From an optimization exercise on the open Yosys and OpenROAD flow, aimed at small area, a short achievable clock period and few clock cycles; shortcuts taken in it are not production practice. At most, simulation tests tie the RTL to the original design; equivalence was not proved. No activity file was given, so power comes from the tool's default toggle rates.

// swath_engine
module swath_engine (
    input  wire        clk,
    input  wire        rst,
    input  wire        in_valid,
    output wire        in_ready,
    input  wire [5:0]  in_swath,
    input  wire        in_mirror,
    input  wire [63:0] in_sh_l,
    input  wire [63:0] in_sh_r,
    input  wire [63:0] in_lv_l,
    input  wire [63:0] in_lv_r,
    output wire        ev_valid,
    input  wire        ev_ready,
    output wire [15:0] ev_data,
    output wire        res_valid,
    output wire [6:0]  res_k
);
Size: about 1800 cells after synthesis, roughly 290 I/O pins, roughly 16000 µm² of cells after synthesis.
clock: 10.0 ns
lec_check: 0
cap_margin: 20
core_margin: 2
core_utilization: 40
slew_margin: 20
standard.sh (not shown) runs the stock make flow with config.mk's settings and CLKGATE_MAP_FILE= SYNTH_SCRIPT=/design/flow/synth_recipe.tcl, a recipe that flattens the netlist after the stock synthesis.
==> flow/flow/run.sh <==
#!/bin/bash
# Layout flow: the standard ORFS flow (standard synthesis, unchanged),
# with small port buffers and the timing repair aimed at extra setup slack.
set -euo pipefail
export BUFFER_PORTS_ARGS="-buffer_cell sky130_fd_sc_hd__buf_1"
export SETUP_SLACK_MARGIN=6.5
export CTS_BUF_LIST="sky130_fd_sc_hd__clkbuf_8"
bash standard.sh > orfs_make.log 2>&1
Edit:
--- a/flow/flow/run.sh
+++ b/flow/flow/run.sh
@@ -6,3 +6,2 @@
 export SETUP_SLACK_MARGIN=6.5
-export CTS_BUF_LIST="sky130_fd_sc_hd__clkbuf_8"
 bash standard.sh > orfs_make.log 2>&1
What happened: Setup slack is worse by 0.084 ns. Wire length went down by 0.91%. Clock power went up by about 10%. Synthesized area does not change. Design area hardly moves. Total power went up by 3.5%. Non-clock buffer count went down by 1. Synthesized cell count does not change.
No run of this note included a check of the RTL's function; only the layout flow was run.

zinc:
swath_engine, a different RTL version from the one above (not shown whole).
For scale: roughly 1,500 cells after synthesis, roughly 280 flip-flops, about 290 I/O pins, about 15,000 sq um of cells after synthesis.
==> flow/config.mk <==
export PLATFORM = sky130hd
export DESIGN_NAME = swath_engine
export DESIGN_NICKNAME = swath_engine
export VERILOG_FILES = /design/flow/design.v
export SDC_FILE = /design/flow/constraint.sdc
export NUM_CORES = 4
export LEC_CHECK = 0
export CAP_MARGIN = 20
export CORE_MARGIN = 2
export CORE_UTILIZATION = 50
export PLACE_DENSITY = 0.65
export SLEW_MARGIN = 20
==> flow/constraint.sdc <==
create_clock -name core_clock -period 10.0 [get_ports {clk}]
set_input_delay 2.0000 -clock core_clock [delete_from_list [all_inputs] [get_ports {clk}]]
set_output_delay 2.0000 -clock core_clock [all_outputs]
set_load 0.01 [all_outputs]
==> flow/flow/run.sh <==
#!/bin/bash
# Layout flow: the standard ORFS flow (standard synthesis, unchanged),
# with small port buffers and the timing repair aimed at extra setup slack.
set -euo pipefail
export BUFFER_PORTS_ARGS="-buffer_cell sky130_fd_sc_hd__buf_1"
export SETUP_SLACK_MARGIN=7.0
export CTS_CLUSTER_SIZE=28
export CTS_CLUSTER_DIAMETER=60
bash standard.sh > orfs_make.log 2>&1
Testbench counts of zinc, summed over its fixed seeds: cycles 19,783.
The following lists how violet was set up differently from zinc:
diff --git a/flow/flow/run.sh b/flow/flow/run.sh
--- a/flow/flow/run.sh
+++ b/flow/flow/run.sh
@@ -6,4 +6,4 @@
 export SETUP_SLACK_MARGIN=7.0
-export CTS_CLUSTER_SIZE=28
-export CTS_CLUSTER_DIAMETER=60
+export CTS_CLUSTER_SIZE=30
+export CTS_CLUSTER_DIAMETER=80
 bash standard.sh > orfs_make.log 2>&1
==> comparison <==
For the fill cell total of the finished layout, violet came in 19 higher than zinc did. Share of cells above drive strength 1 for violet: 0.84 points down relative to zinc. On global-route usage, violet tracks zinc almost exactly. Wire length of the first global-routing pass essentially unchanged between zinc and violet. Delta (violet minus zinc): number of gates resized after CTS lower; hold slack lower; number of I/O pins roughly the same; setup slack higher. Re share of the core filled with cells in the final layout: violet is 0.90 points down on zinc. Sequential share of layout area in violet vs zinc: up 0.70 points. STATUS cell area: violet wins against zinc.
### violet -> nickel
diff --git a/flow/flow/run.sh b/flow/flow/run.sh
--- a/flow/flow/run.sh
+++ b/flow/flow/run.sh
@@ -5,3 +5,3 @@
 export BUFFER_PORTS_ARGS="-buffer_cell sky130_fd_sc_hd__buf_1"
-export SETUP_SLACK_MARGIN=7.0
+export SETUP_SLACK_MARGIN=7.1
 export CTS_CLUSTER_SIZE=30
[summary]
- nickel vs. violet: pin slew with the least headroom to its limit held, clock buffer and inverter area fraction after layout held, shortest clock period the worst path allows after layout held, setup slack of the most critical reg-to-reg path went up 0.03 ns, met2 track demand over resource held.
- Where via count is concerned, violet is better than nickel.
- Clock power: nickel worse than violet

== onyx ==
The RTL this note starts from:
==> flow/design.v <==
module swath_engine (
    input  wire        clk,
    input  wire        rst,
    input  wire        in_valid,
    output wire        in_ready,
    input  wire [5:0]  in_swath,
    input  wire        in_mirror,
    input  wire [63:0] in_sh_l,
    input  wire [63:0] in_sh_r,
    input  wire [63:0] in_lv_l,
    input  wire [63:0] in_lv_r,
    output wire        ev_valid,
    input  wire        ev_ready,
    output wire [15:0] ev_data,
    output wire        res_valid,
    output wire [6:0]  res_k
);
    localparam [2:0] G_IDLE   = 3'd0,    
                     G_SELCOL = 3'd1,
                     G_RCMD   = 3'd2,
                     G_RSEL   = 3'd3,
                     G_DATA   = 3'd4,
                     G_WR     = 3'd5,
                     G_END    = 3'd6;
    localparam [3:0] K_CMD = 4'd1, K_DATA = 4'd2, K_SELCOL = 4'd3,
                     K_SELROW = 4'd4, K_WRITE = 4'd5, K_END = 4'd6;
    wire [63:0] d_l  = in_sh_l ^ in_lv_l;
    wire [63:0] d_r  = in_sh_r ^ in_lv_r;
    wire [63:0] t_l  = {64{in_mirror}} & d_r;
    wire [63:0] t_r  = {64{in_mirror}} & d_l;
    wire [63:0] wl_m = (in_sh_l | t_l) & (~in_lv_l | t_l);
    wire [63:0] wr_m = (in_sh_r | t_r) & (~in_lv_r | t_r);
    wire [63:0] any_n   = d_l | d_r;
    reg [63:0] any, wl, wr;      
    reg [5:0]  sw;
    reg        rdy;              
    reg        full;             
    reg        fresh;            
    reg        men;              
    reg [7:0]  bq;               
    reg        bq_ok;            
    reg        sel;              
    reg        xv;               
    reg [5:0]  ridx;             
    reg        rbl, rbr;         
    reg        xd;               
    reg        rlast;            
    reg [2:0]  gs;               
    reg        first;            
    reg        last;             
    reg        bl, br;           
    reg [6:0]  k;                
    reg        evv, evend;
    reg [15:0] evd;
    reg        endr;             
    reg        resv;
    reg [6:0]  resk;
    reg [1:0]  nq;               
    reg [5:0]  cq;               
    reg        hold;             
    integer    i;
    reg  [7:0]  gf;              
    reg  [7:0]  gp;              
    reg  [63:0] ip;              
    integer a, b;
    always @(*) begin
        gp[0] = 1'b0;
        for (a = 1; a < 8; a = a + 1) gp[a] = gp[a-1] | gf[a-1];
        for (a = 0; a < 8; a = a + 1) begin
            ip[8*a] = 1'b0;
            for (b = 1; b < 8; b = b + 1) ip[8*a+b] = ip[8*a+b-1] | any[8*a+b-1];
        end
    end
    wire [7:0]  gl  = gf & ~gp;              
    wire [63:0] pre = {{8{gp[7]}}, {8{gp[6]}}, {8{gp[5]}}, {8{gp[4]}},
                       {8{gp[3]}}, {8{gp[2]}}, {8{gp[1]}}, {8{gp[0]}}} | ip;
    wire [63:0] li  = any & ~ip;             
    reg  [5:0]  lo_idx;
    reg         lo_l, lo_r;
    integer c, d;
    always @(*) begin
        lo_idx = 6'd0;
        lo_l   = 1'b0;
        lo_r   = 1'b0;
        for (c = 0; c < 8; c = c + 1) begin
            lo_idx[5:3] = lo_idx[5:3] | ({3{gl[c]}} & c[2:0]);
            for (d = 0; d < 8; d = d + 1) begin
                lo_idx[2:0] = lo_idx[2:0] | ({3{gl[c] & li[8*c+d]}} & d[2:0]);
                lo_l = lo_l | (gl[c] & li[8*c+d] & wl[8*c+d]);
                lo_r = lo_r | (gl[c] & li[8*c+d] & wr[8*c+d]);
            end
        end
    end
    wire sb       = ~|any;                       
    wire ext      = full & sel & ~xv;            
    wire adv      = ~evv | ev_ready;
    wire gen_rsel = adv & (gs == G_RSEL);
    wire start    = adv & (gs == G_IDLE) & full & ~sel & ~sb;
    wire take     = in_valid & rdy;
    wire retire   = full & ~sel & sb;            
    wire nb_new   = fresh & full & ~sb;          
    wire drain    = ~endr & cq[0] & ~hold;
    assign in_ready  = rdy;
    assign ev_valid  = evv;
    assign ev_data   = evd;
    assign res_valid = resv;
    assign res_k     = resk;
    wire       full_n = take | (full & ~sb);
    wire [1:0] nq_n   = nb_new ? (endr ? nq : {nq[0], 1'b1})
                               : (endr ? {1'b0, nq[1]} : nq);
    wire       hold_n = (retire & nq[0] | hold) & ~endr;
    wire [5:0] cq_n   = retire ? (drain ? cq : {cq[4:0], 1'b1})
                               : (drain ? {1'b0, cq[5:1]} : cq);
    wire       slot_n = take ? (bq_ok & (&bq)) : ~full_n;
    wire       rdy_n  = slot_n & ~cq_n[4] & ~(nq_n[0] & ~hold_n & cq_n[0]);
    always @(posedge clk) begin
        if (men) begin
            any <= any_n;
            wl  <= wl_m;
            wr  <= wr_m;
            sw  <= in_swath;
        end else if (ext) begin
            any <= any & pre;
        end
        for (i = 0; i < 8; i = i + 1) begin
            bq[i] <= ~|any_n[8*i +: 8];
            gf[i] <= |any[8*i +: 8];
        end
        if (ext) begin
            ridx  <= lo_idx;
            rbl   <= lo_l;
            rbr   <= lo_r;
        end
    end
    always @(posedge clk) begin
        if (gen_rsel) begin
            bl   <= rbl;
            br   <= rbr;
            last <= xd ? sb : rlast;
            k    <= first ? 7'd1 : k + 7'd1;
        end
        if (adv) begin
            case (gs)
                G_IDLE:   evd <= {K_CMD, 12'd0};
                G_SELCOL: evd <= {K_SELCOL, sw, sw};
                G_RCMD:   evd <= {K_CMD, 12'd0};
                G_RSEL:   evd <= {K_SELROW, ridx, ridx};
                G_DATA:   evd <= {K_DATA, 12'd0};
                G_WR:     evd <= {K_WRITE, 4'd0, {4{br}}, {4{bl}}};
                default:  evd <= {K_END, 12'd0};
            endcase
            evend <= (gs == G_END);
        end
        resk <= endr ? k : 7'd0;
    end
    always @(posedge clk) begin
        if (rst) begin
            rdy   <= 1'b1;
            full  <= 1'b0;
            fresh <= 1'b0;
            bq_ok <= 1'b0;
            men   <= 1'b1;
            xd    <= 1'b0;
            sel   <= 1'b0;
            xv    <= 1'b0;
            gs    <= G_IDLE;
            first <= 1'b0;
            evv   <= 1'b0;
            endr  <= 1'b0;
            resv  <= 1'b0;
            nq    <= 2'd0;
            cq    <= 6'd0;
            hold  <= 1'b0;
        end else begin
            bq_ok <= in_valid & ~take;
            men   <= slot_n;
            xd    <= ext;
            if (xd) rlast <= sb;
            if (take)                            sel <= 1'b0;
            else if (adv && gs == G_SELCOL)      sel <= 1'b1;
            if (ext)           xv <= 1'b1;
            else if (gen_rsel) xv <= 1'b0;
            if (adv) begin
                case (gs)
                    G_IDLE: begin
                        evv <= full & ~sb;
                        if (full & ~sb) gs <= G_SELCOL;
                    end
                    G_SELCOL: begin evv <= 1'b1; gs <= G_RCMD; end
                    G_RCMD:   begin evv <= 1'b1; gs <= G_RSEL; end
                    G_RSEL:   begin evv <= 1'b1; gs <= G_DATA; end
                    G_DATA:   begin evv <= 1'b1; gs <= G_WR;   end
                    G_WR:     begin evv <= 1'b1; gs <= last ? G_END : G_RCMD; end
                    default:  begin evv <= 1'b1; gs <= G_IDLE; end
                endcase
            end
            if (start)         first <= 1'b1;
            else if (gen_rsel) first <= 1'b0;
            endr  <= evv & ev_ready & evend;
            rdy   <= rdy_n;
            full  <= full_n;
            fresh <= take;
            resv  <= endr | drain;
            nq    <= nq_n;
            cq    <= cq_n;
            hold  <= hold_n;
        end
    end
endmodule
clock: 10.0 ns
lec_check: 0
abc_area: 1
cap_margin: 20
core_margin: 2
core_utilization: 65
place_density: 0.75
slew_margin: 20
==> flow/flow/run.sh <==
#!/bin/bash
# Layout flow: the standard ORFS flow (standard synthesis, unchanged),
# with small port buffers and the timing repair aimed at extra setup slack.
set -euo pipefail
export BUFFER_PORTS_ARGS="-buffer_cell sky130_fd_sc_hd__buf_1"
export SETUP_SLACK_MARGIN=6.5
bash standard.sh > orfs_make.log 2>&1
Testbench counts of onyx, summed over its fixed seeds: cycles 19,719.
> inputs changed (onyx -> cedar)
- ABC_AREA no longer set, was 1
- CORE_UTILIZATION now 40, was 65
- PLACE_DENSITY no longer set, was 0.75
- ABC_CLOCK_PERIOD_IN_PS now 2000, previously not set
On via count of the first global-routing pass: between cedar and onyx, it ends up higher for onyx. onyx → cedar: required time of the worst setup path climbed 0.18 ns; total wire length climbed about 8%; minimum period implied by the final worst setup slack up 0.014 ns; fmax moved down; combinational fraction of design power decreased 2.5 points. Comparing cedar and onyx, the higher total cell area at the placement stage was measured on onyx.
The inputs of harbor differ from those of cedar as listed below.
- PLACE_DENSITY newly set to 0.75
- ABC_CLOCK_PERIOD_IN_PS removed (was 2000)
- CORE_UTILIZATION changed from 40 to 65
[summary]
- Going from cedar to harbor, effective utilization at floorplan went up 25 points, switching part of the total now sits higher.
- Diff cedar -> harbor: peak per-stage delay on the critical path closely matched the old numbers, portion of total power attributed to combinational logic went up by 0.8 points, routed wire length decreased by about 8% relative to the old numbers.
The inputs of pepper differ from those of harbor as listed below.
- CORE_UTILIZATION changed from 65 to 40
- PLACE_DENSITY removed (was 0.75)
[summary]
Changes observed in pepper relative to harbor: growth of design area from synthesis to finish moved up, global-route wire length before repair moved up, proportion of power drawn by the clock network moved up, hold slack moved up. Any difference in largest clock skew in the final design between pepper and harbor is small enough to ignore. Between pepper and harbor, it is pepper whose die height is higher, by 27%.

[what the ideal ports hide]
How much do the figures lean on ideal ports? The routed layouts below were timed once more, with nothing changed but the port constraints.
Step 1, drivers: a clkbuf_16 drives clk and a buf_2 each remaining input, both assumed.
Step 2 also shifts input and output timing later by t, the mid clock arrival at the registers, as if the neighbouring blocks saw the same clock.
a / b / c = ideal / step 1 / step 2; a / b = the first two.
| run | shift t [ns] | slack for setup (ns) | worst register clock-pin slew, ns |
|---|---|---|---|
| the first run of note 1 | 0.652 | 6.507 / 6.507 / 5.887 | 0.07 / 0.07 |
| the second run of note 1 | 0.599 | 6.423 / 6.453 / 5.854 | 0.07 / 0.07 |
| zinc | 0.587 | 7.004 / 6.951 / 6.503 | 0.09 / 0.09 |
| violet | 0.550 | 7.013 / 6.960 / 6.509 | 0.11 / 0.11 |
| nickel | 0.558 | 7.011 / 6.959 / 6.594 | 0.12 / 0.12 |
| onyx | 0.601 | 6.663 / 6.687 / 6.086 | 0.07 / 0.07 |
| cedar | 0.614 | 6.649 / 6.649 / 6.400 | 0.06 / 0.06 |
| harbor | 0.583 | 6.580 / 6.580 / 6.575 | 0.07 / 0.07 |
| pepper | 0.614 | 6.649 / 6.649 / 6.400 | 0.06 / 0.06 |
After both steps every run listed still meets setup and hold. The setup slack of the first run of note 1, which loses most, moves by 0.000 ns with the drivers and by -0.620 ns with both steps.
